This design comes from an exercise in tuning for small area on the open sky130 flow, not from production work. Function was checked by simulation only, so behaviour that the tests miss may differ from the original. Power figures rest on the tool's default switching activity, not on a simulated workload.

==> flow/design.v (excerpt) <==
module qsp_frame_decoder (
    input  wire         clk,
    input  wire         rst,           
    input  wire         in_valid,
    input  wire [7:0]   in_byte,
    output wire         sample_valid,
    output wire [223:0] sample,
    output wire [1:0]   diag,
    output reg  [15:0]  sync_cnt,
    output reg  [15:0]  len_cnt,
    output reg  [15:0]  crc_cnt
);
    localparam [4:0] LEN_AO = 5'd31;     
    reg [4:0]   fb_len;      
    reg [4:0]   rem;         
    reg [223:0] sr;          
    reg [15:0]  crc;         
    reg         cmatch;      
    wire ao   = (fb_len == LEN_AO);
    wire pz   = (rem == 5'd0);
    wire full = (fb_len == 5'd30);
    wire bz   = (in_byte == 8'h00);
    wire lt28 = (fb_len[4:2] != 3'b111);
    assign sample       = sr;
    assign sample_valid = ao & rem[2];
    assign diag         = {2{ao}} & rem[1:0];
    wire       code_pos = ao | pz;
    wire [4:0] dec      = (code_pos ? in_byte[4:0] : rem) - 5'd1;
    wire       code_sat = code_pos & (in_byte[7:5] != 3'd0);
    wire [4:0] rem_next = code_sat ? 5'd31 : dec;
    wire [7:0] wdata = pz ? 8'h00 : in_byte;
    wire [7:0] cx0 = crc[15:8] ^ wdata;
    wire [7:0] cx  = cx0 ^ {4'h0, cx0[7:4]};
    wire [15:0] crc_next = {crc[7:0], 8'h00} ^ {cx[3:0], 12'h000} ^ {3'b000, cx, 5'b00000} ^ {8'h00, cx};
    reg       append;
    reg [1:0] err;
    reg       good;
    always @* begin
        append = 1'b0;
        err    = 2'd0;
        good   = 1'b0;
        if (!ao) begin
            if (bz) begin
                if (!pz)
                    err = 2'd1;
                else if (!full)
                    err = 2'd2;
                else if (!cmatch)
                    err = 2'd3;
                else
                    good = 1'b1;
            end else if (full) begin
                err = 2'd2;
            end else begin
                append = 1'b1;
            end
        end
    end
    wire result = good | (err != 2'd0);
    always @(posedge clk) begin
        if (!rst && in_valid && append && lt28)
            sr <= {wdata, sr[223:8]};
    end
    always @(posedge clk) begin
        if (ao)
            crc <= 16'h0000;
        else if (in_valid && append && lt28)
            crc <= crc_next;
    end
  ...
For scale: ~720 cells after synthesis, roughly 300 flip-flops, about 290 I/O pins, ~11000 µm² of cells after synthesis.
==> flow/config.mk <==
export PLATFORM = sky130hd
export DESIGN_NAME = qsp_frame_decoder
export DESIGN_NICKNAME = qsp_frame_decoder
export VERILOG_FILES = /design/flow/design.v
export SDC_FILE = /design/flow/constraint.sdc
export NUM_CORES = 4
export LEC_CHECK = 0
export CAP_MARGIN = 20
export CORE_MARGIN = 2
export CORE_UTILIZATION = 60
export SLEW_MARGIN = 20
==> flow/constraint.sdc <==
create_clock -name core_clock -period 18.0 [get_ports {clk}]
set_input_delay 3.6000 -clock core_clock [delete_from_list [all_inputs] [get_ports {clk}]]
set_output_delay 3.6000 -clock core_clock [all_outputs]
set_load 0.01 [all_outputs]
standard.sh (not shown) runs the stock make flow with config.mk's settings and CLKGATE_MAP_FILE= SYNTH_SCRIPT=/design/flow/synth_recipe.tcl, a recipe that flattens the netlist after the stock synthesis.
==> flow/flow/run.sh <==
#!/bin/bash
# Own layout flow: the standard ORFS flow, with the smallest buffer
# (sky130_fd_sc_hd__buf_1) for the input and output port buffers and a
# clock tree built from fewer, larger sink clusters.
set -euo pipefail
export BUFFER_PORTS_ARGS="-buffer_cell sky130_fd_sc_hd__buf_1"
export CTS_ARGS="-sink_clustering_enable -repair_clock_nets -sink_clustering_size 30 -sink_clustering_max_diameter 120"
bash standard.sh finish > flow_finish.log 2>&1
The baseline completed without violations.
Next try:
==> flow/flow/run.sh (replaced) <==
#!/bin/bash
# Own layout flow: the standard ORFS flow (standard.sh) with three changes:
#  * ABC maps the logic with an area-oriented script (flow/abc_area.script)
#    instead of ORFS's delay-oriented one; registers are mapped as before;
#  * the input and output port buffers use the smallest buffer (buf_1);
#  * the clock tree uses fewer, larger sink clusters.
set -euo pipefail
W=$PWD
rm -rf "$W/scripts_mod"
cp -r "$FLOW_HOME/scripts" "$W/scripts_mod"
cp "$W/flow/abc_area.script" "$W/scripts_mod/abc_area.script"
export BUFFER_PORTS_ARGS="-buffer_cell sky130_fd_sc_hd__buf_1"
export CTS_ARGS="-sink_clustering_enable -repair_clock_nets -sink_clustering_size 10 -sink_clustering_max_diameter 60 -buf_list sky130_fd_sc_hd__clkbuf_4 -dont_use_dummy_load"
bash standard.sh SCRIPTS_DIR="$W/scripts_mod" ABC_AREA=1 finish > flow_finish.log 2>&1
==> flow/flow/abc_area.script (new file) <==
strash
&get -n
&st
&deepsyn -T 30
&dch -f
&nf -a -R 1000
&put
topo
Result:
- worst setup slack improved by 0.57 ns
- clock power goes down by about 14%
- fmax goes up by 7.6%
- final area goes down by 5.1%
- final cell count goes down by 5.6%
- synthesized cell count goes down by 15%
- via count goes down by 8.2%
- global-route usage hardly moves
Next try:
--- a/flow/flow/run.sh
+++ b/flow/flow/run.sh
@@ -13 +13 @@
-export CTS_ARGS="-sink_clustering_enable -repair_clock_nets -sink_clustering_size 10 -sink_clustering_max_diameter 60 -buf_list sky130_fd_sc_hd__clkbuf_4 -dont_use_dummy_load"
+export CTS_ARGS="-sink_clustering_enable -repair_clock_nets -sink_clustering_size 30 -sink_clustering_max_diameter 120 -dont_use_dummy_load"
Settings changed: CORE_UTILIZATION 60 to 70.
Combinational power increases by about 3%.
Cell count decreases by 5.1%.
Fmax decreases by 4.8%.
Cell area is about the same.
Hold slack improves by 0.0092 ns.
Clock-buffer cell count decreases by 22.
Clock skew decreases by 0.013 ns.
Global-route usage increases by 5.3 points.
Total power increases by 3.6%.

## port drivers added, routing unchanged
The flow's constraints put no driver on any port. The routed layouts listed below were extracted and timed again, unchanged, in two steps. Step 1 (the two cells are an assumption about what drives the block):
set clk [get_ports {clk}]
set_driving_cell -lib_cell sky130_fd_sc_hd__clkbuf_16 $clk
set_driving_cell -lib_cell sky130_fd_sc_hd__buf_2 [delete_from_list [all_inputs] $clk]
Step 2 times the ports against the registers' clock, not the clock port: input delays grow and output delays shrink by t, the midpoint of the rising clock arrivals with the driver on. Three values: ideal ports, drivers, drivers and shift; two values: the first two.
run | t, ns | setup slack, ns | worst hold slack (ns)
the first run | 0.515 | 9.923 / 9.948 / 9.433 | 0.456 / 0.456 / 0.456
the second run | 0.645 | 10.494 / 10.512 / 9.867 | 0.434 / 0.434 / 0.434
the third run | 0.514 | 10.116 / 10.137 / 9.623 | 0.443 / 0.443 / 0.443
After both steps setup and hold are still met in every run listed. The setup slack of the second run, which loses most, moves by +0.018 ns with the drivers and by -0.627 ns with both steps.
